Background: an optimization exercise with open tools, aiming at a short achievable clock period and few clock cycles. Do not read the settings as production practice.
The RTL was checked by simulation tests, not by an equivalence proof against the original design.
No activity file was given, so power comes from the tool's default toggle rates.

==> design.v <==
module rld_block (
    input  wire        clk,
    input  wire        rst,
    input  wire        host_we,
    input  wire [4:0]  host_addr,
    input  wire [16:0] host_wdata,
    output reg  [16:0] host_rdata,
    output wire        busy,
    output wire        mem_req,
    output wire        mem_we,
    output wire [15:0] mem_addr,
    output wire [7:0]  mem_wdata,
    input  wire        mem_gnt,
    input  wire [7:0]  mem_rdata,
    output wire [7:0]  xlat_idx,
    input  wire [7:0]  xlat_data
);
    localparam [7:0] C_NOP = 8'h00, C_INIT = 8'h01, C_NEXT = 8'h02,
                     C_SKIP8 = 8'h03, C_SKIP16 = 8'h04, C_FILL = 8'h05,
                     C_FILLS = 8'h06, C_PROJECT = 8'h07, C_CLRERR = 8'h0F;
    localparam [2:0] E_EOS = 3'd1, E_OVF = 3'd2, E_NOINIT = 3'd5,
                     E_PARAM = 3'd6, E_BADCMD = 3'd7;
    reg [16:0] src_r, send_r, dst_r, dcap_r, tmsrc_r, clsrc_r, cdst_r;
    reg [15:0] count_r;
    reg [7:0]  width_r, height_r, vpw_r, vph_r, dstride_r, drow_r;
    reg [1:0]  ctrl_r;
    reg [7:0]  data_r;
    reg [7:0]  dict0_r, dict1_r, dict2_r, dict3_r;
    reg [5:0]  rem_r;
    reg        mode_r;
    reg [7:0]  latch_r;
    reg        inited_r;
    reg        err_r;
    reg [2:0]  errcode_r;
    reg [16:0] erraddr_r;
    reg        busy_r;
    reg        st_dec;       
    reg        st_fchk;      
    reg        st_pchk1;     
    reg        st_pchk2;     
    reg        st_pchk3;     
    reg        st_proj;      
    reg        k_init, k_fill, k_fills, k_next, k_skip;
    reg [1:0]  ki_r;         
    reg [15:0] cnt_r;        
    reg [1:0]  pend_r;       
    reg [5:0]  ctl_r;        
    reg [16:0] fptr_r;       
    reg        s_infl;       
    reg [7:0]  sf0, sf1, sf2, sf3;
    reg [1:0]  sf_wp, sf_rp;
    reg [2:0]  sf_cnt;
    reg [7:0]  of0, of1, of2, of3;
    reg [1:0]  of_wp, of_rp;
    reg [2:0]  of_cnt;
    reg [15:0] wptr_r;       
    reg [15:0] rptr_r, rbase_r, wbase_r;
    reg [7:0]  rcol_r, rrow_r, wcol_r, wrow_r;
    reg        rplane_r, wplane_r, rdone_r;
    reg        p_infl, p_infl_x;    
    reg [7:0]  x_r;                 
    reg        x_v;
    reg [15:0] whp_r;        
    reg [7:0]  a1_r;         
    reg [8:0]  a2_r;         
    reg [15:0] pm1_r;        
    reg [16:0] pm2_r;        
    reg [15:0] dro_r;        
    reg [16:0] flim_r;       
    reg        fneg_r;       
    reg [16:0] tlim_r, clim_r, cdlim_r;    
    reg        tneg_r, cneg_r, cdneg_r;    
    reg        fptr_ok_r;    
    reg        tm_bad_r, cl_bad_r, dst_bad_r, cdst_bad_r;
    reg [15:0] wb0_r, cwb0_r;
    assign busy     = busy_r;
    assign xlat_idx = x_r;
    wire p_act   = st_pchk1 | st_pchk2 | st_pchk3 | st_proj;
    wire s_act   = st_dec;
    wire wr_go   = (of_cnt != 3'd0) && (st_dec | st_proj);
    wire fptr_ok = fptr_ok_r;
    wire s_rd    = s_act && fptr_ok && (({1'b0, sf_cnt} + {3'd0, s_infl}) < 4'd4);
    wire p_rd    = p_act && !rdone_r &&
                   (({1'b0, of_cnt} + {3'd0, p_infl} + {3'd0, x_v}) < 4'd4);
    assign mem_req   = !busy_r | wr_go | s_rd | p_rd;
    assign mem_we    = wr_go;
    assign mem_addr  = wr_go ? wptr_r : p_act ? rptr_r : busy_r ? fptr_r[15:0] : src_r[15:0];
    assign mem_wdata = (of_rp == 2'd0) ? of0 : (of_rp == 2'd1) ? of1 :
                       (of_rp == 2'd2) ? of2 : of3;
    wire acc      = mem_gnt & ~rst;
    wire wr_acc   = wr_go & acc;
    wire s_acc    = ~wr_go & s_rd & acc;
    wire p_acc    = ~wr_go & p_rd & acc;
    wire idle_acc = ~busy_r & acc;
    wire       sf_any = (sf_cnt != 3'd0);
    wire [7:0] sf_h = (sf_rp == 2'd0) ? sf0 : (sf_rp == 2'd1) ? sf1 :
                      (sf_rp == 2'd2) ? sf2 : sf3;
    wire [7:0] h   = sf_any ? sf_h : mem_rdata;
    wire       h_v = sf_any | s_infl;
    wire src_ok    = (src_r < send_r) && !src_r[16];
    wire [16:0] src_p1  = src_r + 17'd1;
    wire [16:0] fptr_p1 = fptr_r + 17'd1;
    wire src1_ok   = (src_p1 < send_r) && !src_p1[16];
    wire fptr1_ok  = (fptr_p1 < send_r) && !fptr_p1[16];
    wire [7:0] dsel = (h[6:5] == 2'd0) ? dict0_r : (h[6:5] == 2'd1) ? dict1_r :
                      (h[6:5] == 2'd2) ? dict2_r : dict3_r;
    wire i_on    = st_dec & k_init;
    wire i_fault = i_on & ~src_ok;
    wire i_take  = i_on & src_ok & h_v;
    wire run_now = (pend_r == 2'd0) && (rem_r != 6'd0) && mode_r;
    wire is_ctl  = (pend_r == 2'd0) && (rem_r == 6'd0);
    wire lit0    = (pend_r == 2'd0) && (rem_r != 6'd0) && !mode_r;
    wire [15:0] cnt_cur = st_fchk ? fill_n : cnt_r;
    wire nb      = st_dec & ~k_init & (cnt_cur != 16'd0) & (~k_fill | (of_cnt != 3'd4)) &
                   ~(st_fchk & fill_bad);
    wire nb_run  = nb & run_now;
    wire nb_need = nb & ~run_now;
    wire nb_fault = nb_need & ~src_ok & (~k_fill | (of_cnt == 3'd0));
    wire nb_take  = nb_need & src_ok & h_v;
    wire out_v    = nb_run | (nb_take & (~is_ctl | h[7]));
    wire [7:0] out_b = nb_run ? latch_r : (is_ctl ? dsel : h);
    wire skip_run   = nb_run & k_skip;
    wire skip_inrun = (cnt_r[15:6] == 10'd0) && (cnt_r[5:0] <= rem_r);
    wire pop = i_take | nb_take;
    wire [15:0] cnt_dec = cnt_cur - 16'd1;
    wire nb_last = out_v & (skip_run ? skip_inrun : (cnt_r == 16'd1));
    wire fill_end = st_dec & k_fill & ~st_fchk & (cnt_r == 16'd0) &
                    ((of_cnt == 3'd0) | ((of_cnt == 3'd1) & wr_acc));
    wire [15:0] fill_n   = k_fills ? whp_r : count_r;
    wire        fill_bad = fneg_r || ({1'b0, fill_n} > flim_r);
    wire        geom_bad  = (vpw_r > width_r) || (vph_r > height_r) || (vpw_r > dstride_r);
    wire        win_empty = (vpw_r == 8'd0) || (vph_r == 8'd0);
    wire [16:0] sext      = {1'b0, pm1_r} + {9'd0, vpw_r};
    wire [17:0] span      = {1'b0, pm2_r} + {10'd0, vpw_r};
    wire        tm_bad    = tneg_r || ({1'b0, sext} > {1'b0, tlim_r});
    wire        cl_bad    = ctrl_r[0] && (cneg_r || ({1'b0, sext} > {1'b0, clim_r}));
    wire        dst_bad   = fneg_r || (span > {1'b0, flim_r});
    wire        cdst_bad  = ctrl_r[0] && (cdneg_r || (span > {1'b0, cdlim_r}));
    wire [15:0] wb0       = dst_r[15:0] + dro_r;
    wire [15:0] cwb0      = cdst_r[15:0] + dro_r;
    function [17:0] room;
        input [16:0] base;
        reg   [17:0] r;
        begin
            r    = 18'd65536 - {1'b0, base};
            room = r;
        end
    endfunction
    wire [17:0] f_room  = room(dst_r);
    wire [17:0] t_room  = room(tmsrc_r);
    wire [17:0] c_room  = room(clsrc_r);
    wire [17:0] cd_room = room(cdst_r);
    wire w_lcol = (wcol_r == 8'd0);
    wire w_lrow = (wrow_r == 8'd0);
    wire r_lcol = (rcol_r == 8'd0);
    wire r_lrow = (rrow_r == 8'd0);
    wire [15:0] wbase_nx = wbase_r + {8'd0, dstride_r};
    wire [15:0] rbase_nx = rbase_r + {8'd0, width_r};
    wire p_wlast = w_lcol & w_lrow & (wplane_r | ~ctrl_r[0]);
    wire       push_v = (st_dec & k_fill & out_v) | (p_infl & ~p_infl_x) | x_v;
    wire [7:0] push_b = x_v ? xlat_data : p_infl ? mem_rdata : out_b;
    wire       of_pop = wr_acc;
    wire [7:0] cmd_in = host_wdata[7:0];
    wire       cmd_we = host_we & ~busy_r & (host_addr == 5'h00);
    wire       reg_we = host_we & ~busy_r & (host_addr != 5'h00);
    wire [3:0]  rd_lo;
    wire [7:0]  rd_hi;
    wire [16:0] g0, g1, g2, g3, g4, g6, g7, rdata_w;
    rld_rdec  u_rdec (.a(host_addr), .lo(rd_lo), .hi(rd_hi));
    rld_rsel4 u_g0 (.s(rd_lo), .y(g0), .d0(17'd0),
                    .d1({13'd0, mode_r, inited_r, err_r, busy_r}),
                    .d2({14'd0, errcode_r}), .d3(erraddr_r));
    rld_rsel4 u_g1 (.s(rd_lo), .y(g1), .d0({15'd0, ctrl_r}),
                    .d1({9'd0, data_r}), .d2(src_r), .d3(send_r));
    rld_rsel4 u_g2 (.s(rd_lo), .y(g2), .d0(dst_r), .d1(dcap_r),
                    .d2({1'b0, count_r}), .d3({9'd0, width_r}));
    rld_rsel4 u_g3 (.s(rd_lo), .y(g3), .d0({9'd0, height_r}),
                    .d1(tmsrc_r), .d2(clsrc_r), .d3(cdst_r));
    rld_rsel4 u_g4 (.s(rd_lo), .y(g4), .d0({9'd0, vpw_r}),
                    .d1({9'd0, vph_r}), .d2({9'd0, dstride_r}), .d3({9'd0, drow_r}));
    rld_rsel4 u_g6 (.s(rd_lo), .y(g6), .d0({9'd0, dict0_r}),
                    .d1({9'd0, dict1_r}), .d2({9'd0, dict2_r}), .d3({9'd0, dict3_r}));
    rld_rsel4 u_g7 (.s(rd_lo), .y(g7), .d0({11'd0, rem_r}),
                    .d1({9'd0, latch_r}), .d2(17'd0), .d3(17'd0));
    rld_rsel8 u_rd (.s(rd_hi), .y(rdata_w), .d0(g0), .d1(g1), .d2(g2), .d3(g3),
                    .d4(g4), .d6(g6), .d7(g7));
    always @(*) host_rdata = rdata_w;
    always @(posedge clk) begin
        whp_r  <= width_r * height_r;
        a1_r   <= vph_r - 8'd1;
        a2_r   <= {1'b0, drow_r} + {1'b0, vph_r} - 9'd1;
        pm1_r  <= a1_r * width_r;
        pm2_r  <= a2_r * dstride_r;
        dro_r  <= drow_r * dstride_r;
        fneg_r <= f_room[17];
        flim_r <= (!f_room[17] && f_room[16:0] < dcap_r) ? f_room[16:0] : dcap_r;
        tneg_r <= t_room[17];
        tlim_r <= t_room[16:0];
        cneg_r <= c_room[17];
        clim_r <= c_room[16:0];
        cdneg_r <= cd_room[17];
        cdlim_r <= cd_room[16:0];
        tm_bad_r   <= tm_bad;
        cl_bad_r   <= cl_bad;
        dst_bad_r  <= dst_bad;
        cdst_bad_r <= cdst_bad;
        wb0_r      <= wb0;
        cwb0_r     <= cwb0;
        if (i_take) begin
            case (ki_r)
                2'd0: dict0_r <= h;
                2'd1: dict1_r <= h;
                2'd2: dict2_r <= h;
                default: dict3_r <= h;
            endcase
        end
        if (cmd_we && cmd_in == C_NEXT && !err_r && inited_r && rem_r != 6'd0 && mode_r)
            data_r <= latch_r;
        else if (st_dec && k_next && out_v)
            data_r <= out_b;
        if (nb_take && is_ctl && h[7])
            latch_r <= dsel;
        else if (nb_take && pend_r == 2'd2)
            latch_r <= h;
        if (nb_take && is_ctl)
            ctl_r <= h[5:0];
        if (push_v) begin
            case (of_wp)
                2'd0: of0 <= push_b;
                2'd1: of1 <= push_b;
                2'd2: of2 <= push_b;
                default: of3 <= push_b;
            endcase
        end
        if (s_infl) begin
            case (sf_wp)
                2'd0: sf0 <= mem_rdata;
                2'd1: sf1 <= mem_rdata;
                2'd2: sf2 <= mem_rdata;
                default: sf3 <= mem_rdata;
            endcase
        end
        if (p_infl && p_infl_x)
            x_r <= mem_rdata;
    end
    always @(posedge clk) begin
        if (rst) begin
            src_r     <= 17'd0;
            send_r    <= 17'd0;
            dst_r     <= 17'd0;
            dcap_r    <= 17'd0;
            count_r   <= 16'd0;
            width_r   <= 8'd0;
            height_r  <= 8'd0;
            tmsrc_r   <= 17'd0;
            clsrc_r   <= 17'd0;
            cdst_r    <= 17'd0;
            vpw_r     <= 8'd0;
            vph_r     <= 8'd0;
            dstride_r <= 8'd0;
            drow_r    <= 8'd1;
            ctrl_r    <= 2'd0;
            rem_r     <= 6'd0;
            mode_r    <= 1'b0;
            inited_r  <= 1'b0;
            err_r     <= 1'b0;
            errcode_r <= 3'd0;
            erraddr_r <= 17'd0;
            busy_r    <= 1'b0;
            st_dec    <= 1'b0;
            st_fchk   <= 1'b0;
            st_pchk1  <= 1'b0;
            st_pchk2  <= 1'b0;
            st_pchk3  <= 1'b0;
            st_proj   <= 1'b0;
            k_init    <= 1'b0;
            k_fill    <= 1'b0;
            k_fills   <= 1'b0;
            k_next    <= 1'b0;
            k_skip    <= 1'b0;
            ki_r      <= 2'd0;
            cnt_r     <= 16'd0;
            pend_r    <= 2'd0;
            fptr_r    <= 17'd0;
            fptr_ok_r <= 1'b0;
            s_infl    <= 1'b0;
            sf_wp     <= 2'd0;
            sf_rp     <= 2'd0;
            sf_cnt    <= 3'd0;
            of_wp     <= 2'd0;
            of_rp     <= 2'd0;
            of_cnt    <= 3'd0;
            wptr_r    <= 16'd0;
            rptr_r    <= 16'd0;
            rbase_r   <= 16'd0;
            wbase_r   <= 16'd0;
            rcol_r    <= 8'd0;
            rrow_r    <= 8'd0;
            wcol_r    <= 8'd0;
            wrow_r    <= 8'd0;
            rplane_r  <= 1'b0;
            wplane_r  <= 1'b0;
            rdone_r   <= 1'b0;
            p_infl    <= 1'b0;
            p_infl_x  <= 1'b0;
            x_v       <= 1'b0;
        end else begin
            s_infl <= s_acc;
            if (s_acc) begin
                fptr_r    <= fptr_p1;
                fptr_ok_r <= fptr1_ok;
            end
            if (s_infl)
                sf_wp <= sf_wp + 2'd1;
            if (pop)
                sf_rp <= sf_rp + 2'd1;
            sf_cnt <= sf_cnt + {2'd0, s_infl} - {2'd0, pop};
            if (push_v)
                of_wp <= of_wp + 2'd1;
            if (of_pop)
                of_rp <= of_rp + 2'd1;
            of_cnt <= of_cnt + {2'd0, push_v} - {2'd0, of_pop};
            p_infl   <= p_acc;
            p_infl_x <= rplane_r & ctrl_r[1];
            x_v      <= p_infl & p_infl_x;
            if (i_take) begin
                src_r <= src_r + 17'd1;
                ki_r  <= ki_r + 2'd1;
                if (ki_r == 2'd3) begin
                    rem_r    <= 6'd0;
                    mode_r   <= 1'b0;
                    inited_r <= 1'b1;
                    busy_r   <= 1'b0;
                    st_dec   <= 1'b0;
                end
            end
            if (i_fault) begin
                err_r     <= 1'b1;
                errcode_r <= E_EOS;
                erraddr_r <= src_r;
                busy_r    <= 1'b0;
                st_dec    <= 1'b0;
            end
            if (st_fchk) begin
                st_fchk <= 1'b0;
                cnt_r   <= fill_n;
                if (fill_bad) begin
                    err_r     <= 1'b1;
                    errcode_r <= E_OVF;
                    erraddr_r <= dst_r;
                    busy_r    <= 1'b0;
                    st_dec    <= 1'b0;
                end else if (fill_n == 16'd0) begin
                    busy_r <= 1'b0;
                    st_dec <= 1'b0;
                end
            end
            if (nb_run) begin
                if (skip_run) begin
                    if (skip_inrun) begin
                        rem_r <= rem_r - cnt_r[5:0];
                        cnt_r <= 16'd0;
                    end else begin
                        rem_r <= 6'd0;
                        cnt_r <= cnt_r - {10'd0, rem_r};
                    end
                end else begin
                    rem_r <= rem_r - 6'd1;
                    cnt_r <= cnt_dec;
                end
            end
            if (nb_take) begin
                src_r <= src_r + 17'd1;
                if (is_ctl) begin
                    if (h[7]) begin
                        rem_r  <= (h[4:0] == 5'd0) ? 6'd31 : {1'b0, h[4:0] - 5'd1};
                        mode_r <= 1'b1;
                        cnt_r  <= cnt_dec;
                    end else if (h[6]) begin
                        pend_r <= 2'd2;
                    end else begin
                        rem_r  <= h[5:0];
                        mode_r <= 1'b0;
                        pend_r <= 2'd1;
                    end
                end else if (pend_r == 2'd2) begin
                    rem_r  <= ctl_r;
                    mode_r <= 1'b1;
                    pend_r <= 2'd0;
                    cnt_r  <= cnt_dec;
                end else begin
                    if (lit0)
                        rem_r <= rem_r - 6'd1;
                    pend_r <= 2'd0;
                    cnt_r  <= cnt_dec;
                end
            end
            if (nb_fault) begin
                if (lit0)
                    rem_r <= rem_r - 6'd1;
                pend_r    <= 2'd0;
                err_r     <= 1'b1;
                errcode_r <= E_EOS;
                erraddr_r <= src_r;
                busy_r    <= 1'b0;
                st_dec    <= 1'b0;
            end
            if (nb_last && !k_fill) begin
                busy_r <= 1'b0;
                st_dec <= 1'b0;
            end
            if (st_dec && k_fill && of_pop)
                wptr_r <= wptr_r + 16'd1;
            if (fill_end) begin
                busy_r <= 1'b0;
                st_dec <= 1'b0;
            end
            if (p_acc) begin
                if (!r_lcol) begin
                    rcol_r <= rcol_r - 8'd1;
                    rptr_r <= rptr_r + 16'd1;
                end else begin
                    rcol_r <= vpw_r - 8'd1;
                    if (!r_lrow) begin
                        rrow_r  <= rrow_r - 8'd1;
                        rbase_r <= rbase_nx;
                        rptr_r  <= rbase_nx;
                    end else if (!rplane_r && ctrl_r[0]) begin
                        rplane_r <= 1'b1;
                        rrow_r   <= vph_r - 8'd1;
                        rbase_r  <= clsrc_r[15:0];
                        rptr_r   <= clsrc_r[15:0];
                    end else begin
                        rdone_r <= 1'b1;
                    end
                end
            end
            if (st_proj && wr_acc) begin
                if (!w_lcol) begin
                    wcol_r <= wcol_r - 8'd1;
                    wptr_r <= wptr_r + 16'd1;
                end else begin
                    wcol_r <= vpw_r - 8'd1;
                    if (!w_lrow) begin
                        wrow_r  <= wrow_r - 8'd1;
                        wbase_r <= wbase_nx;
                        wptr_r  <= wbase_nx;
                    end else if (!wplane_r && ctrl_r[0]) begin
                        wplane_r <= 1'b1;
                        wrow_r   <= vph_r - 8'd1;
                        wbase_r  <= cwb0_r;
                        wptr_r   <= cwb0_r;
                    end else begin
                        st_proj <= 1'b0;
                        busy_r  <= 1'b0;
                    end
                end
            end
            if (st_pchk1) begin
                st_pchk1 <= 1'b0;
                if (geom_bad) begin
                    err_r     <= 1'b1;
                    errcode_r <= E_PARAM;
                    erraddr_r <= 17'd0;
                    busy_r    <= 1'b0;
                end else if (win_empty) begin
                    busy_r <= 1'b0;
                end else begin
                    st_pchk2 <= 1'b1;
                end
            end
            if (st_pchk2) begin
                st_pchk2 <= 1'b0;
                st_pchk3 <= 1'b1;
            end
            if (st_pchk3) begin
                st_pchk3 <= 1'b0;
                if (tm_bad_r) begin
                    err_r     <= 1'b1;
                    errcode_r <= E_PARAM;
                    erraddr_r <= tmsrc_r;
                    busy_r    <= 1'b0;
                end else if (cl_bad_r) begin
                    err_r     <= 1'b1;
                    errcode_r <= E_PARAM;
                    erraddr_r <= clsrc_r;
                    busy_r    <= 1'b0;
                end else if (dst_bad_r) begin
                    err_r     <= 1'b1;
                    errcode_r <= E_OVF;
                    erraddr_r <= dst_r;
                    busy_r    <= 1'b0;
                end else if (cdst_bad_r) begin
                    err_r     <= 1'b1;
                    errcode_r <= E_OVF;
                    erraddr_r <= cdst_r;
                    busy_r    <= 1'b0;
                end else begin
                    st_proj <= 1'b1;
                    wbase_r <= wb0_r;
                    wptr_r  <= wb0_r;
                end
            end
            if (reg_we) begin
                case (host_addr)
                    5'h04: ctrl_r    <= host_wdata[1:0];
                    5'h06: src_r     <= host_wdata;
                    5'h07: send_r    <= host_wdata;
                    5'h08: dst_r     <= host_wdata;
                    5'h09: dcap_r    <= host_wdata;
                    5'h0A: count_r   <= host_wdata[15:0];
                    5'h0B: width_r   <= host_wdata[7:0];
                    5'h0C: height_r  <= host_wdata[7:0];
                    5'h0D: tmsrc_r   <= host_wdata;
                    5'h0E: clsrc_r   <= host_wdata;
                    5'h0F: cdst_r    <= host_wdata;
                    5'h10: vpw_r     <= host_wdata[7:0];
                    5'h11: vph_r     <= host_wdata[7:0];
                    5'h12: dstride_r <= host_wdata[7:0];
                    5'h13: drow_r    <= host_wdata[7:0];
                    default: ;
                endcase
            end
            if (cmd_we) begin
                sf_wp    <= 2'd0;
                sf_rp    <= 2'd0;
                sf_cnt   <= 3'd0;
                of_wp    <= 2'd0;
                of_rp    <= 2'd0;
                of_cnt   <= 3'd0;
                p_infl   <= 1'b0;
                x_v      <= 1'b0;
                pend_r   <= 2'd0;
                s_infl   <= idle_acc;
                fptr_r    <= idle_acc ? src_p1 : src_r;
                fptr_ok_r <= idle_acc ? src1_ok : src_ok;
                k_init   <= (cmd_in == C_INIT);
                k_fill   <= (cmd_in == C_FILL) || (cmd_in == C_FILLS);
                k_fills  <= (cmd_in == C_FILLS);
                k_next   <= (cmd_in == C_NEXT);
                k_skip   <= (cmd_in == C_SKIP8) || (cmd_in == C_SKIP16);
                ki_r     <= 2'd0;
                rptr_r   <= tmsrc_r[15:0];
                rbase_r  <= tmsrc_r[15:0];
                rcol_r   <= vpw_r - 8'd1;
                rrow_r   <= vph_r - 8'd1;
                rplane_r <= 1'b0;
                rdone_r  <= 1'b0;
                wcol_r   <= vpw_r - 8'd1;
                wrow_r   <= vph_r - 8'd1;
                wplane_r <= 1'b0;
                if (cmd_in == C_CLRERR) begin
                    err_r     <= 1'b0;
                    errcode_r <= 3'd0;
                    erraddr_r <= 17'd0;
                    inited_r  <= 1'b0;
                    rem_r     <= 6'd0;
                    mode_r    <= 1'b0;
                end else if (err_r) begin
                end else if (cmd_in > C_PROJECT) begin
                    err_r     <= 1'b1;
                    errcode_r <= E_BADCMD;
                    erraddr_r <= 17'd0;
                end else if (cmd_in == C_INIT) begin
                    inited_r <= 1'b0;
                    busy_r   <= 1'b1;
                    st_dec   <= 1'b1;
                end else if (cmd_in == C_PROJECT) begin
                    busy_r   <= 1'b1;
                    st_pchk1 <= 1'b1;
                end else if (cmd_in != C_NOP) begin
                    if (!inited_r) begin
                        err_r     <= 1'b1;
                        errcode_r <= E_NOINIT;
                        erraddr_r <= 17'd0;
                    end else if (cmd_in == C_FILL || cmd_in == C_FILLS) begin
                        busy_r  <= 1'b1;
                        st_fchk <= 1'b1;
                        st_dec  <= 1'b1;
                        wptr_r  <= dst_r[15:0];
                    end else if (cmd_in == C_NEXT) begin
                        if (rem_r != 6'd0 && mode_r) begin
                            rem_r <= rem_r - 6'd1;
                        end else begin
                            cnt_r  <= 16'd1;
                            busy_r <= 1'b1;
                            st_dec <= 1'b1;
                        end
                    end else if (cmd_in == C_SKIP8) begin
                        cnt_r <= {8'd0, count_r[7:0]};
                        if (count_r[7:0] != 8'd0) begin
                            busy_r <= 1'b1;
                            st_dec <= 1'b1;
                        end
                    end else begin
                        cnt_r <= count_r;
                        if (count_r != 16'd0) begin
                            busy_r <= 1'b1;
                            st_dec <= 1'b1;
                        end
                    end
                end
            end
        end
    end
endmodule
module rld_rdec (
    input  wire [4:0] a,
    output wire [3:0] lo,
    output wire [7:0] hi
);
    assign lo[0] = (a[1:0] == 2'd0);
    assign lo[1] = (a[1:0] == 2'd1);
    assign lo[2] = (a[1:0] == 2'd2);
    assign lo[3] = (a[1:0] == 2'd3);
    assign hi[0] = (a[4:2] == 3'd0);
    assign hi[1] = (a[4:2] == 3'd1);
    assign hi[2] = (a[4:2] == 3'd2);
    assign hi[3] = (a[4:2] == 3'd3);
    assign hi[4] = (a[4:2] == 3'd4);
    assign hi[5] = (a[4:2] == 3'd5);
    assign hi[6] = (a[4:2] == 3'd6);
    assign hi[7] = (a[4:2] == 3'd7);
endmodule
module rld_rsel4 (
    input  wire [3:0]  s,
    input  wire [16:0] d0,
    input  wire [16:0] d1,
    input  wire [16:0] d2,
    input  wire [16:0] d3,
    output wire [16:0] y
);
    assign y = ({17{s[0]}} & d0) | ({17{s[1]}} & d1) |
               ({17{s[2]}} & d2) | ({17{s[3]}} & d3);
endmodule
module rld_rsel8 (
    input  wire [7:0]  s,
    input  wire [16:0] d0,
    input  wire [16:0] d1,
    input  wire [16:0] d2,
    input  wire [16:0] d3,
    input  wire [16:0] d4,
    input  wire [16:0] d6,
    input  wire [16:0] d7,
    output wire [16:0] y
);
    assign y = ({17{s[0]}} & d0) | ({17{s[1]}} & d1) | ({17{s[2]}} & d2) |
               ({17{s[3]}} & d3) | ({17{s[4]}} & d4) | ({17{s[6]}} & d6) |
               ({17{s[7]}} & d7);
endmodule
==> run.sh <==
#!/bin/bash
# synth_recipe.tcl (not shown) runs the flow's synth.tcl, then flattens the netlist and writes it again
# the make line also repeats each setting of config.mk as NAME=value (left out here)
make -C /OpenROAD-flow-scripts/flow DESIGN_CONFIG=/design/flow/config.mk WORK_HOME=/design/flow/orfs CLKGATE_MAP_FILE= SYNTH_SCRIPT=/design/flow/synth_recipe.tcl finish
==> config.mk <==
export PLATFORM = sky130hd
export DESIGN_NAME = rld_block
export DESIGN_NICKNAME = rld_block
export VERILOG_FILES = /design/flow/design.v
export SDC_FILE = /design/flow/constraint.sdc
export NUM_CORES = 4
export LEC_CHECK = 0
export ABC_CLOCK_PERIOD_IN_PS = 4000
export CAP_MARGIN = 20
export CORE_MARGIN = 2
export CORE_UTILIZATION = 65
export PLACE_DENSITY = 0.75
export SETUP_SLACK_MARGIN = 5
export SLEW_MARGIN = 20
export SYNTH_HIERARCHICAL = 1
export SYNTH_MINIMUM_KEEP_SIZE = 0
==> constraint.sdc <==
create_clock -name core_clock -period 11.0 [get_ports {clk}]
set_input_delay 2.2000 -clock core_clock [delete_from_list [all_inputs] [get_ports {clk}]]
set_output_delay 2.2000 -clock core_clock [all_outputs]
set_load 0.01 [all_outputs]
==> impl_results.md, run 1 <==
* Status: no timing/DRC/antenna violations
* Total core area at 80,300 µm²
* Die area at 83,100 µm²
* CP Max Fanout at 42
* Clock Tree Buf Depth at 3
* Max H-tree Level at 3
* RSZ-0062 raised after global routing: yes
* CP max-delay cell: a222oi_1
* Design area at 58,200 µm²
* Clk root buf: clkbuf_16
* GR Util met2 at 69.8%
* First-pass GRT wire length at between 200 and 300 mm
* Seq pwr share at 42.4%
* Final clock skew at 50.6 ps
* Setup slack, reg-to-reg at 5080 ps
* Worst r2r path cells at 17
* Worst Path Required at roughly 9000 ps
* Clock share of power at 46.6%
* Max cap viols at 0
* CP Capture Type: output pin
* R2R Path Start: k_fills$_SDFFE_PP0P_
* Final hold violations at 0
* Crit-path cells: buf_12 -> and2_4 -> buf_12 -> a22oi_2 -> nand2_1 -> a222oi_1 -> nand3_1 -> buf_2
* 1st-iter DRT viols at roughly 6.8k
* Switching Fraction at between 20% and 30%
* Layout cells sized above 1 at 8.30%
* First-pass iteration count of the detailed router at 10
* Hold Path Class: reg2reg
* Critical Path Start Type: input port
* Hold path endpoint: rdone_r$_SDFFE_PP0P_
* Via/cell ratio at about 6.6
* Nets at 7,061
* Clk Latency, worst-skew pair at 670 ps
* Combinational Power Share at 11.0%
* P_sw at 1.66 mW
* GRT Residual Overflow at 0
* Period utilization at 56.1%
* Vias in the first global route at 46.7k
* VDD IR max at 0.000119 V
* Pin count of the biggest net entering global routing at 182
* I/O Buffers at 93
* Reg2Reg Capture Point: sf_cnt[2]$_SDFF_PP0_
* Area of the multi-input gates at about 35,000 µm²
* Setup_tns at 0 ps
* Final Max Tran Viols at 0
* Detail Placement HPWL at 148 mm
* Die height at 288 µm
* # fillers at 6,257
* Post-route minimum period at 6170 ps
* Mean Syn Cell Area at 8.43 µm²
* IO Count at 94
* Total CTS buffers at 78
* CTS tree: yes
* Post-Syn Area at ~53,000 µm²
* Die width at approximately 290 µm
* Most frequent CP cell: buf_12
* Slowest stage delay, CP at 480 ps
* Grt met3 use at 14.3%
* Drt drc at 0
* WS Path Type: in2out
* Area grow syn2layout at 10.9%
* Warnings from Yosys at 7
* Dpl cell area at 54,500 µm²
* GRT Util Overall at 47.6%
* P_leak at 24.9 nW
* Register Area at 15,200 µm²
* Critical path arrival at 3970 ps
* Slew HR at between 10% and 20%
* Setup violators final at 0
* Gpl congestion at 1.06
* Antenna viol nets, final at 0
* # rows at 104
* Initial antenna violation count at 17
* Worst hold path cell count at 2
* Reg clk slew, reported paths at 60 ps
* WL/cell at 26.8 µm
* Post-Syn Instances at 6,226
* GRT busiest layer: met2
* Least-Margin Pin Slew at 1260 ps
* Met1 Use GR at 58.7%
* Fmax at 162 MHz
* Routed vias at 49.9k
* Initial Util at approximately 65%
* Pint at 4.63 mW
* Power per Cell Area at about 110 nW/µm²
* Routed wire length at 202 mm
* Hold path start: rdone_r$_SDFFE_PP0P_
* Clk sinks at 697
==> cell usage in the layout, fill, tap and decap left out, types with 89 or more instances in the layout <==
master,n
nand2_1,810
dfxtp_1,571
inv_1,503
nor2_1,491
ha_1,453
a21oi_1,406
o21ai_0,245
xnor2_1,216
conb_1,213
a22oi_1,173
fa_1,161
nand3_1,150
mux2i_1,139
and2_1,136
edfxtp_1,126
buf_4,124
a22oi_2,111
xor2_1,108
nor3_1,96
a211oi_1,89
==> how the worst max path moves through the flow <==
stage	startpoint	to	slack, ps	cells past startpoint
2_1_floorplan	host_addr[0]	host_rdata[6]	5380	7
3_3_place_gp	host_addr[1]	host_rdata[16]	3200	8
3_5_place_dp	host_addr[1]	host_rdata[16]	3190	8
4_1_cts	host_addr[1]	host_rdata[5]	4950	9
5_1_grt	host_addr[1]	host_rdata[5]	4820	8
6_report	host_addr[1]	host_rdata[5]	4830	8
==> routing by layer <==
layer | part of all wire (%) | up-vias
met5 | 0.023 | -
met4 | 9.2 | 6
met3 | 13 | 906
met2 | 42 | 3485
met1 | 36 | 23500
li1 | - | 21900
==> flip-flops by register name, summed over array words and instances (netlist names), 17 cells and up <==
| name | cells |
|---|---|
| flim_r | 17 |
| src_r | 17 |
| cdlim_r | 17 |
| tlim_r | 17 |
| clsrc_r | 17 |
| cdst_r | 17 |
| fptr_r | 17 |
| clim_r | 17 |
| tmsrc_r | 17 |
| dst_r | 17 |
| pm2_r | 17 |
| erraddr_r | 17 |
| send_r | 17 |
| dcap_r | 17 |
==> stage by stage <==
step                      utilization [%]  hold slack, ps  total power, mW  setup WS (ps)  instances
after floorplan                         -             389             3.15           5380       6438
after global placement               67.9             432             3.33           3200       7346
after detailed placement             67.9             449             3.34           3190       7346
after CTS                            72.3             468             6.23           4950       7521
after global routing                 72.5             477             6.42           4820       7527
final                                72.5             470             6.29           4830       7535
==> timing repair <==
item / 4_1_cts / 5_1_grt
setup buffers: 21 / 5
gates cloned: 13 / 0
pin swaps: 21 / 23
endpoints found under the hold margin: 0 / 0
endpoints found under the setup margin: 30 / 20
gates resized for setup: 115 / 33
hold buffers: 0 / 0
==> power groups by stage <==
stage	sequential (mW)	combinational [mW]	clock, mW
floorplan	2.70	0.447	0
detailed placement	2.72	0.615	0
finish	2.67	0.692	2.93
CTS	2.67	0.650	2.92
global route	2.67	0.732	3.02
global placement	2.72	0.606	0
==> layout make-up <==
type                       count  area share (%)
multi-input combinational   4882            59.3
sequential                   697            26.1
timing repair buffer         240            4.07
clock buffer                 102            3.81
inverter                     506            3.26
tap                         1060            2.28
clock inverter                39            1.07
antenna                        9          0.0387
==> worst max-delay path, delay by kind of cell <==
kind                   cells  cell delay [ps]
buffers and inverters      3              540
and+or+nand+nor            3              570
AOI/OAI and AO/OA          2              650
Testbench counts, summed over its fixed seeds: cycles 120,284.
==> inputs of run 2 (changes only) <==
--- a/design.v
+++ b/design.v
@@ -165,20 +165,27 @@
     wire       reg_we = host_we & ~busy_r & (host_addr != 5'h00);
-    wire [3:0]  rd_lo;
+    wire [3:0]  lo0, lo1, lo2, lo3, lo4, lo6, lo7;
     wire [7:0]  rd_hi;
     wire [16:0] g0, g1, g2, g3, g4, g6, g7, rdata_w;
-    rld_rdec  u_rdec (.a(host_addr), .lo(rd_lo), .hi(rd_hi));
-    rld_rsel4 u_g0 (.s(rd_lo), .y(g0), .d0(17'd0),
+    rld_rdhi u_rdhi (.a(host_addr[4:2]), .hi(rd_hi));
+    rld_rdlo u_lo0 (.a(host_addr[1:0]), .lo(lo0));
+    rld_rdlo u_lo1 (.a(host_addr[1:0]), .lo(lo1));
+    rld_rdlo u_lo2 (.a(host_addr[1:0]), .lo(lo2));
+    rld_rdlo u_lo3 (.a(host_addr[1:0]), .lo(lo3));
+    rld_rdlo u_lo4 (.a(host_addr[1:0]), .lo(lo4));
+    rld_rdlo u_lo6 (.a(host_addr[1:0]), .lo(lo6));
+    rld_rdlo u_lo7 (.a(host_addr[1:0]), .lo(lo7));
+    rld_rsel4 u_g0 (.s(lo0), .y(g0), .d0(17'd0),
                     .d1({13'd0, mode_r, inited_r, err_r, busy_r}),
                     .d2({14'd0, errcode_r}), .d3(erraddr_r));
-    rld_rsel4 u_g1 (.s(rd_lo), .y(g1), .d0({15'd0, ctrl_r}),
+    rld_rsel4 u_g1 (.s(lo1), .y(g1), .d0({15'd0, ctrl_r}),
                     .d1({9'd0, data_r}), .d2(src_r), .d3(send_r));
-    rld_rsel4 u_g2 (.s(rd_lo), .y(g2), .d0(dst_r), .d1(dcap_r),
+    rld_rsel4 u_g2 (.s(lo2), .y(g2), .d0(dst_r), .d1(dcap_r),
                     .d2({1'b0, count_r}), .d3({9'd0, width_r}));
-    rld_rsel4 u_g3 (.s(rd_lo), .y(g3), .d0({9'd0, height_r}),
+    rld_rsel4 u_g3 (.s(lo3), .y(g3), .d0({9'd0, height_r}),
                     .d1(tmsrc_r), .d2(clsrc_r), .d3(cdst_r));
-    rld_rsel4 u_g4 (.s(rd_lo), .y(g4), .d0({9'd0, vpw_r}),
+    rld_rsel4 u_g4 (.s(lo4), .y(g4), .d0({9'd0, vpw_r}),
                     .d1({9'd0, vph_r}), .d2({9'd0, dstride_r}), .d3({9'd0, drow_r}));
-    rld_rsel4 u_g6 (.s(rd_lo), .y(g6), .d0({9'd0, dict0_r}),
+    rld_rsel4 u_g6 (.s(lo6), .y(g6), .d0({9'd0, dict0_r}),
                     .d1({9'd0, dict1_r}), .d2({9'd0, dict2_r}), .d3({9'd0, dict3_r}));
-    rld_rsel4 u_g7 (.s(rd_lo), .y(g7), .d0({11'd0, rem_r}),
+    rld_rsel4 u_g7 (.s(lo7), .y(g7), .d0({11'd0, rem_r}),
                     .d1({9'd0, latch_r}), .d2(17'd0), .d3(17'd0));
@@ -606,19 +613,23 @@
 endmodule
-module rld_rdec (
-    input  wire [4:0] a,
-    output wire [3:0] lo,
+module rld_rdlo (
+    input  wire [1:0] a,
+    output wire [3:0] lo
+);
+    assign lo[0] = (a == 2'd0);
+    assign lo[1] = (a == 2'd1);
+    assign lo[2] = (a == 2'd2);
+    assign lo[3] = (a == 2'd3);
+endmodule
+module rld_rdhi (
+    input  wire [2:0] a,
     output wire [7:0] hi
 );
-    assign lo[0] = (a[1:0] == 2'd0);
-    assign lo[1] = (a[1:0] == 2'd1);
-    assign lo[2] = (a[1:0] == 2'd2);
-    assign lo[3] = (a[1:0] == 2'd3);
-    assign hi[0] = (a[4:2] == 3'd0);
-    assign hi[1] = (a[4:2] == 3'd1);
-    assign hi[2] = (a[4:2] == 3'd2);
-    assign hi[3] = (a[4:2] == 3'd3);
-    assign hi[4] = (a[4:2] == 3'd4);
-    assign hi[5] = (a[4:2] == 3'd5);
-    assign hi[6] = (a[4:2] == 3'd6);
-    assign hi[7] = (a[4:2] == 3'd7);
+    assign hi[0] = (a == 3'd0);
+    assign hi[1] = (a == 3'd1);
+    assign hi[2] = (a == 3'd2);
+    assign hi[3] = (a == 3'd3);
+    assign hi[4] = (a == 3'd4);
+    assign hi[5] = (a == 3'd5);
+    assign hi[6] = (a == 3'd6);
+    assign hi[7] = (a == 3'd7);
 endmodule
==> run 2 against run 1 <==
Register-to-register slack improved by 300 ps. Sequential share of layout area about the same. Critical endpoint is now host_rdata[6]. Clock power shrank 5%. Die area up 0.30%. Clock skew decreased by 7.4 ps. Maximum frequency increased by 0.82%. Final area shrank 0.14%. Critical path type unchanged. Sequential power hardly changed.
==> impl_results.md, run 2 <==
* Clk Latency, worst-skew pair at 670 ps (about the same)
* Setup_tns at 0 ps (unchanged)
* Reg clk slew, reported paths at 70 ps (about the same)
* Register Area at 15,200 µm² (about the same)
* Max H-tree Level at 3 (unchanged)
* IO Count at 94 (unchanged)
* Post-Syn Area at 52,700 µm² (+0.31%)
* Initial antenna violation count at 10 (-7)
* Worst hold path cell count at 2 (unchanged)
* Area of the multi-input gates at 34,700 µm² (+0.56%)
* Max cap viols at 0 (unchanged)
* Drt drc at 0 (unchanged)
* P_leak at 24.9 nW (about the same)
* First-pass GRT wire length at 292 mm (-0.87%)
* Detail Placement HPWL at 147 mm (-0.51%)
* Critical Path Start Type: input port
* Routed wire length at 200 mm (-0.96%)
* Area grow syn2layout at 10.4%
* Commonest non-fill, non-tap cells in the layout: nand2_1 (810), dfxtp_1 (569), inv_1 (503), nor2_1 (492), ha_1 (453)
* Via/cell ratio at 6.60 (-0.32%)
* 1st-iter DRT viols at 6,633 (-2.1%)
* Gpl congestion at 1.11 (+4.7%)
* Layout cells sized above 1 at 8.60% (+0.29 points)
* Hold path start: k_next$_SDFFE_PP0P_
* Total CTS buffers at 78 (unchanged)
* Mean Syn Cell Area at 8.43 µm² (about the same)
* Hold path endpoint: k_next$_SDFFE_PP0P_
* RSZ-0062 raised after global routing: yes
* CP Capture Type: output pin
* Routed vias at 50.0k (+0.20%)
* GRT Util Overall at 47.0% (-0.57 points)
* First-pass iteration count of the detailed router at 8 (-2)
* Total core area at 80,400 µm² (+0.16%)
* Status: no timing/DRC/antenna violations
* # fillers at 6,342 (+1.4%)
* Vias in the first global route at 47.1k (+1.0%)
* Initial Util at 65.5% (+0.095 points)
* Period utilization at 55.7% (-0.46 points)
* Pin count of the biggest net entering global routing at 89 (-51%)
* Nets at 7,094 (+0.47%)
* Die height at 289 µm (+0.15%)
* Cell count after placement at 7,367 (+0.29%)
* Setup violators final at 0 (unchanged)
* WL/cell at 26.4 µm (-1.5%)
* Post-route minimum period at 6120 ps (-50.3 ps)
* WS Path Type: in2out
* Hold Path Class: reg2reg
* Commonest non-fill, non-tap cell in the layout: nand2_1
* Least-Margin Pin Slew at 1280 ps (+22.3 ps)
* VDD IR max at 0.000144 V (+20%)
* Die width at 289 µm (+0.15%)
* R2R Path Start: st_fchk$_SDFF_PP0_
* Clock Tree Buf Depth at 3 (unchanged)
* Final Max Tran Viols at 0 (unchanged)
* Slew HR at 13.6% (-1.5 points)
* Post-Syn Instances at 6,250 (+0.39%)
* Smallest hold slack at 458 ps (-12.0 ps)
* I/O Buffers at 93 (unchanged)
* Final clock skew at 43.3 ps (-7.37 ps)
* Critical path arrival at 3920 ps (-50 ps)
* Non-filler cells, final at 7,574 (+0.52%)
* Final hold violations at 0 (unchanged)
* GRT Residual Overflow at 0 (unchanged)
* Die area at 83,300 µm² (+0.30%)
* Worst Path Required at 8800 ps (about the same)
* Clk sinks at 697 (unchanged)
* Worst r2r path cells at 20 (+3)
* CTS tree: yes
* CP Max Fanout at 8 (-81%)
* Power per Cell Area at 106 nW/µm² (-1.9%)
* Fmax at 163 MHz (+0.82%)
* # rows at 104 (unchanged)
* Antenna viol nets, final at 0 (unchanged)
* Clk root buf: clkbuf_16
* Warnings from Yosys at 7 (unchanged)
* Reg2Reg Capture Point: of_cnt[2]$_SDFF_PP0_
* Setup slack, reg-to-reg at 5380 ps (+300 ps)
* Core Util, Final at 72.3% (-0.22 points)
## run 2: power breakdown
| group | leakage [nW] | switching [mW] | internal, mW |
|---|---|---|---|
| clock network | 1.30 | 1.19 | 1.60 |
| registers | 5.74 | 0.0406 | 2.63 |
| logic | 17.9 | 0.457 | 0.242 |
| total | 24.9 | 1.69 | 4.47 |
## run 2: metrics by stage
step | worst slack (ps) | area, µm² | power [mW]
floorplan | 5470 | 53500 | 3.15
detailed placement | 3700 | 54600 | 3.34
global placement | 3610 | 54600 | 3.33
finish | 4880 | 58100 | 6.16
global route | 4900 | 58100 | 6.29
CTS | 5000 | 58000 | 6.11
## run 2: how the worst max path moves through the flow
stage / start / to / slack, ps / cells after the start
floorplan: host_addr[0] / host_rdata[5] / 5470 / 7
global placement: host_addr[0] / host_rdata[14] / 3610 / 8
detailed placement: host_addr[0] / host_rdata[5] / 3700 / 8
CTS: host_addr[0] / host_rdata[6] / 5000 / 9
global route: host_addr[1] / host_rdata[5] / 4900 / 8
finish: host_addr[0] / host_rdata[6] / 4880 / 9
## run 2: worst max-delay path: stages
cell and delay, ps:
buf_12 130, buf_16 150, nor2b_4 160, buf_6 130
a22oi_2 130, nand2_1 90, a222oi_1 450, nand3_1 260
buf_2 210
## run 2: timing repair
item                       in CTS  in global routing
gates cloned                   11                  1
pin swaps                      26                 19
resized for setup             142                 23
setup endpoints to repair      19                 18
buffers inserted               35                  3
hold buffers                    0                  0
## run 2: final cells by class
type,count,share of cell area [%]
Multi-Input combinational cell,4910,59.8
Sequential cell,697,26.2
Timing Repair Buffer,245,3.80
Clock buffer,103,3.71
Inverter,506,3.27
Tap cell,1060,2.28
Clock inverter,40,0.955
Antenna cell,13,0.0559
## run 2: metal layers
metal | vias up | wire, µm | global-route usage, %
met4 | 6 | 19000 | 37.1
met5 | - | 38 | 0
li1 | 22100 | - | -
met1 | 23400 | 71600 | 57.5
met2 | 3480 | 83900 | 70.2
met3 | 988 | 25200 | 12.8
Testbench counts of run 2, summed over its fixed seeds: cycles 120,284.
==> inputs of run 3 (changes only) <==
--- a/design.v
+++ b/design.v
@@ -191,4 +191,8 @@
                     .d1({9'd0, latch_r}), .d2(17'd0), .d3(17'd0));
-    rld_rsel8 u_rd (.s(rd_hi), .y(rdata_w), .d0(g0), .d1(g1), .d2(g2), .d3(g3),
-                    .d4(g4), .d6(g6), .d7(g7));
+    wire [16:0] p01_n, p23_n, p46_n, p7_n;
+    rld_aoi2 u_p01 (.s0(rd_hi[0]), .d0(g0), .s1(rd_hi[1]), .d1(g1), .y_n(p01_n));
+    rld_aoi2 u_p23 (.s0(rd_hi[2]), .d0(g2), .s1(rd_hi[3]), .d1(g3), .y_n(p23_n));
+    rld_aoi2 u_p46 (.s0(rd_hi[4]), .d0(g4), .s1(rd_hi[6]), .d1(g6), .y_n(p46_n));
+    rld_nand1 u_p7 (.s(rd_hi[7]), .d(g7), .y_n(p7_n));
+    rld_nand4 u_rd (.a(p01_n), .b(p23_n), .c(p46_n), .d(p7_n), .y(rdata_w));
     always @(*) host_rdata = rdata_w;
@@ -646,16 +650,26 @@
 endmodule
-module rld_rsel8 (
-    input  wire [7:0]  s,
+module rld_aoi2 (
+    input  wire        s0,
     input  wire [16:0] d0,
+    input  wire        s1,
     input  wire [16:0] d1,
-    input  wire [16:0] d2,
-    input  wire [16:0] d3,
-    input  wire [16:0] d4,
-    input  wire [16:0] d6,
-    input  wire [16:0] d7,
+    output wire [16:0] y_n
+);
+    assign y_n = ~(({17{s0}} & d0) | ({17{s1}} & d1));
+endmodule
+module rld_nand1 (
+    input  wire        s,
+    input  wire [16:0] d,
+    output wire [16:0] y_n
+);
+    assign y_n = ~({17{s}} & d);
+endmodule
+module rld_nand4 (
+    input  wire [16:0] a,
+    input  wire [16:0] b,
+    input  wire [16:0] c,
+    input  wire [16:0] d,
     output wire [16:0] y
 );
-    assign y = ({17{s[0]}} & d0) | ({17{s[1]}} & d1) | ({17{s[2]}} & d2) |
-               ({17{s[3]}} & d3) | ({17{s[4]}} & d4) | ({17{s[6]}} & d6) |
-               ({17{s[7]}} & d7);
+    assign y = ~(a & b & c & d);
 endmodule
==> run 3 against run 2 <==
Area after synthesis barely moved. Global-route usage fell by 0.84 points. Via count fell by 0.83%. First-iteration DRC count fell by 5.3%. Sequential power barely moved. Synthesized cell count rose by 0.48%. Register-to-register slack improved by 100 ps. Clock power rose by 1%. Non-clock buffer count fell by 25. Largest cell class unchanged. Largest power group unchanged. Highest routed layer unchanged.
==> impl_results.md, run 3 <==
* CP Buf/Inv Count at 5 (+1)
* Met1 Use GR at 59.7% (+2.2 points)
* CP max-delay cell: a22oi_2
* Worst setup path end: host_rdata[7]
* P_sw at 1.68 mW (-0.42%)
* Slowest stage delay, CP at 350 ps (-100 ps)
* Setup violators final at 0 (unchanged)
* Area grow syn2layout at 9.90%
* Die width at 289 µm (about the same)
* Combinational Power Share at 11.2% (about the same)
* CTS tree: yes
* RSZ-0062 raised after global routing: no
* Worst Path Required at 8800 ps (about the same)
* Power per Cell Area at 107 nW/µm² (+0.86%)
* Clk root buf: clkbuf_16
* Worst setup path start: host_addr[1]
* Crit-path cells: buf_16 -> buf_12 -> buf_4 -> nor2_4 -> buf_4 -> a22oi_2 -> nand2_1 -> a22oi_2 -> nand4_1 -> buf_2
* Post-route minimum period at 6000 ps (-125 ps)
* First-pass GRT wire length at 289 mm (-1.0%)
* Commonest non-fill, non-tap cell in the layout: nand2_1
* Pin count of the biggest net entering global routing at 172 (+93%)
* WS Path Type: in2out
* IO Count at 94 (unchanged)
* Detail Placement HPWL at 147 mm (-0.41%)
* Commonest non-fill, non-tap cells in the layout: nand2_1 (841), dfxtp_1 (570), nor2_1 (512), inv_1 (497), ha_1 (453)
* Seq pwr share at 43.2% (about the same)
* Grt met3 use at 14.3% (+1.4 points)
* Clk sinks at 697 (unchanged)
* Final Max Tran Viols at 0 (unchanged)
* VDD IR max at 0.000120 V (-16%)
* Period utilization at 54.5% (-1.1 points)
* WL/cell at 25.9 µm (-1.9%)
* Clock share of power at 45.7% (+0.3 points)
* Routed wire length at 196 mm (-1.9%)
* Slew HR at 17.6% (+4.0 points)
* Nets at 7,098 (+0.056%)
* Drt drc at 0 (unchanged)
* Die area at 83,300 µm² (about the same)
* GRT Util Overall at 46.2% (-0.84 points)
* Layout cells sized above 1 at 8.43% (-0.17 points)
* Vias in the first global route at 46.8k (-0.84%)
* Max H-tree Level at 3 (unchanged)
* Top Family by Delay on Critical Path: buffers and inverters
* Max cap viols at 0 (unchanged)
* Initial Util at 65.5% (about the same)
* Total core area at 80,400 µm² (unchanged)
* Die height at 289 µm (about the same)
* Critical Path Start Type: input port
* Reg2Reg Capture Point: of_cnt[2]$_SDFF_PP0_
* Worst setup margin at 5000 ps (+125 ps)
* Clock Tree Buf Depth at 3 (unchanged)
* Clk Latency, worst-skew pair at 670 ps (about the same)
* Setup_tns at 0 ps (unchanged)
* Setup slack, reg-to-reg at 5480 ps (+100 ps)
* I/O Buffers at 93 (unchanged)
* Total design power at 6.19 mW (+0.43%)
* Routed vias at 49.6k (-0.83%)
* GRT busiest layer: met2
* Status: no timing/DRC/antenna violations
* Hold Path Class: reg2reg
* Final clock skew at 26.3 ps (-17.0 ps)
* Final hold violations at 0 (unchanged)
* Total CTS buffers at 77 (-1.3%)
* Critical path arrival at 3800 ps (-120 ps)
* Warnings from Yosys at 7 (unchanged)
* Least-Margin Pin Slew at 1230 ps (-56.6 ps)
* DP Worst Slack at 3100 ps (-593 ps)
* # rows at 104 (unchanged)
* GR Util met2 at 67.9% (-2.3 points)
* Switching Fraction at 27.2% (-0.23 points)
* Fmax at 167 MHz (+2.1%)
* CP Capture Type: output pin
* P_leak at 24.8 nW (-0.48%)
* Gpl congestion at 1.04 (-6.1%)
* First-pass iteration count of the detailed router at 7 (-1)
* Stages on the worst setup path at 10 (+1)
* Worst r2r path cells at 20 (unchanged)
* R2R Path Start: k_fills$_SDFFE_PP0P_
* Post-Syn Instances at 6,280 (+0.48%)
* CP Max Fanout at 10 (+2)
* Antenna viol nets, final at 0 (unchanged)
* Post-Syn Area at 52,700 µm² (about the same)
* Reg clk slew, reported paths at 60 ps (about the same)
* Mean Syn Cell Area at 8.39 µm² (-0.46%)
* Pint at 4.51 mW (+0.75%)
* 1st-iter DRT viols at 6,280 (-5.3%)
* GRT Residual Overflow at 0 (unchanged)
* Initial antenna violation count at 12 (+2)
* Via/cell ratio at 6.54 (-0.82%)
-- run 3: changes by cell type in the layout (fill, tap and decap cells not counted), sizes merged, moves of 10 or more --
cell    delta
a31oi     -26
and2      -14
a211oi    -19
nand3     -11
nor2      +23
a22o      -22
mux2i     +33
buf       -23
a22oi     +17
nand4     +21
a21oi     +16
nor4      -10
nand2     +31
a222oi    -17
-- run 3: how the worst min path moves through the flow --
| stage | cells after the start | start | end |
|---|---|---|---|
| global route | 2 | wrow_r[6]$_SDFFE_PP0P_ | wrow_r[6]$_SDFFE_PP0P_ |
| CTS | 2 | wrow_r[6]$_SDFFE_PP0P_ | wrow_r[6]$_SDFFE_PP0P_ |
| floorplan | 0 | clsrc_r[0]$_SDFFE_PP0P_ | clim_r[0]$_DFF_P_ |
| finish | 2 | wrow_r[6]$_SDFFE_PP0P_ | wrow_r[6]$_SDFFE_PP0P_ |
| global placement | 2 | wrow_r[6]$_SDFFE_PP0P_ | wrow_r[6]$_SDFFE_PP0P_ |
| detailed placement | 2 | wrow_r[6]$_SDFFE_PP0P_ | wrow_r[6]$_SDFFE_PP0P_ |
-- run 3: worst register-to-register path: cells and delay by family (launching register included) --
family	cells	cell delay, ps
adder cells (fa/ha/maj)	4	950
multiplexers	1	630
buffers and inverters	5	610
flip-flops	1	630
AO/OA/AOI/OAI	4	1030
XOR/XNOR	1	170
AND/OR/NAND/NOR	5	1430
-- run 3: power by group through the flow --
| stage | Clock, mW | Sequential (mW) | Combinational [mW] |
|---|---|---|---|
| final | 2.83 | 2.67 | 0.691 |
| after CTS | 2.81 | 2.67 | 0.646 |
| after detailed placement | 0 | 2.72 | 0.634 |
| after global routing | 2.91 | 2.67 | 0.733 |
| after floorplan | 0 | 2.70 | 0.449 |
| after global placement | 0 | 2.72 | 0.626 |
-- run 3: stage by stage --
| stage | utilization [%] | cells | hold slack (ps) | area (µm²) |
|---|---|---|---|---|
| after floorplan | - | 6492 | 389 | 53500 |
| after global placement | 68.0 | 7400 | 442 | 54700 |
| after detailed placement | 68.0 | 7401 | 447 | 54700 |
| after CTS | 71.7 | 7558 | 457 | 57700 |
| after global routing | 72.0 | 7564 | 477 | 57900 |
| final | 72.0 | 7573 | 459 | 57900 |
-- run 3: routing by layer --
metal	share of wire, %	routed length, µm	up-vias
met5	0.056	110	-
met4	7.0	13800	10
met3	13	25900	827
met2	42	81800	3260
met1	38	74200	23400
li1	-	-	22000
-- run 3: area by class of cell --
cell class / count / area [µm²]
well taps: 1060 / 1330
repair buffers: 220 / 1980
clock buffers: 99 / 2250
flip-flops and latches: 697 / 15200
inverters: 499 / 1870
multi-input cells: 4947 / 34700
fillers: 6285 / 22500
clock inverters: 42 / 483
diodes: 9 / 22.5
-- run 3: repair_timing --
item,4_1_cts,5_1_grt
resized for setup,127,23
hold endpoints to repair,0,0
pin swaps,29,13
hold buffers,0,0
cloned,4,2
setup buffers,12,2
endpoints found under the setup margin,32,30
Testbench counts of run 3, summed over its fixed seeds: cycles 120,284.

-- what the ideal ports hide --
How much do the figures lean on ideal ports? The routed layouts below were timed once more, with nothing changed but the port constraints. Step 1 (the two cells are an assumption about what drives the block):
set clk [get_ports {clk}]
set_driving_cell -lib_cell sky130_fd_sc_hd__clkbuf_16 $clk
set_driving_cell -lib_cell sky130_fd_sc_hd__buf_2 [delete_from_list [all_inputs] $clk]
Step 2, shift: input delay + t, output delay - t, t = (earliest + latest rising clock arrival at the registers) / 2. This alone moves slack from input paths to output paths. Three values: ideal, step 1, step 2; two values: the first two.
run	shift t [ns]	setup WS [ns]	latest minus earliest clock arrival (ns)	slew at the worst register clock pin (ns)	worst slew at a driven data input, ns
run 1	0.717	4.825 / 4.777 / 4.409	0.053 / 0.054	0.07 / 0.07	0.06
run 2	0.715	4.876 / 4.825 / 4.605	0.046 / 0.046	0.07 / 0.07	0.06
run 3	0.726	5.001 / 4.811 / 4.547	0.026 / 0.026	0.07 / 0.07	0.19
After both steps every run listed still meets setup and hold. For run 3, which loses most, drivers alone change the setup slack by -0.190 ns; drivers and shift together by -0.454 ns.
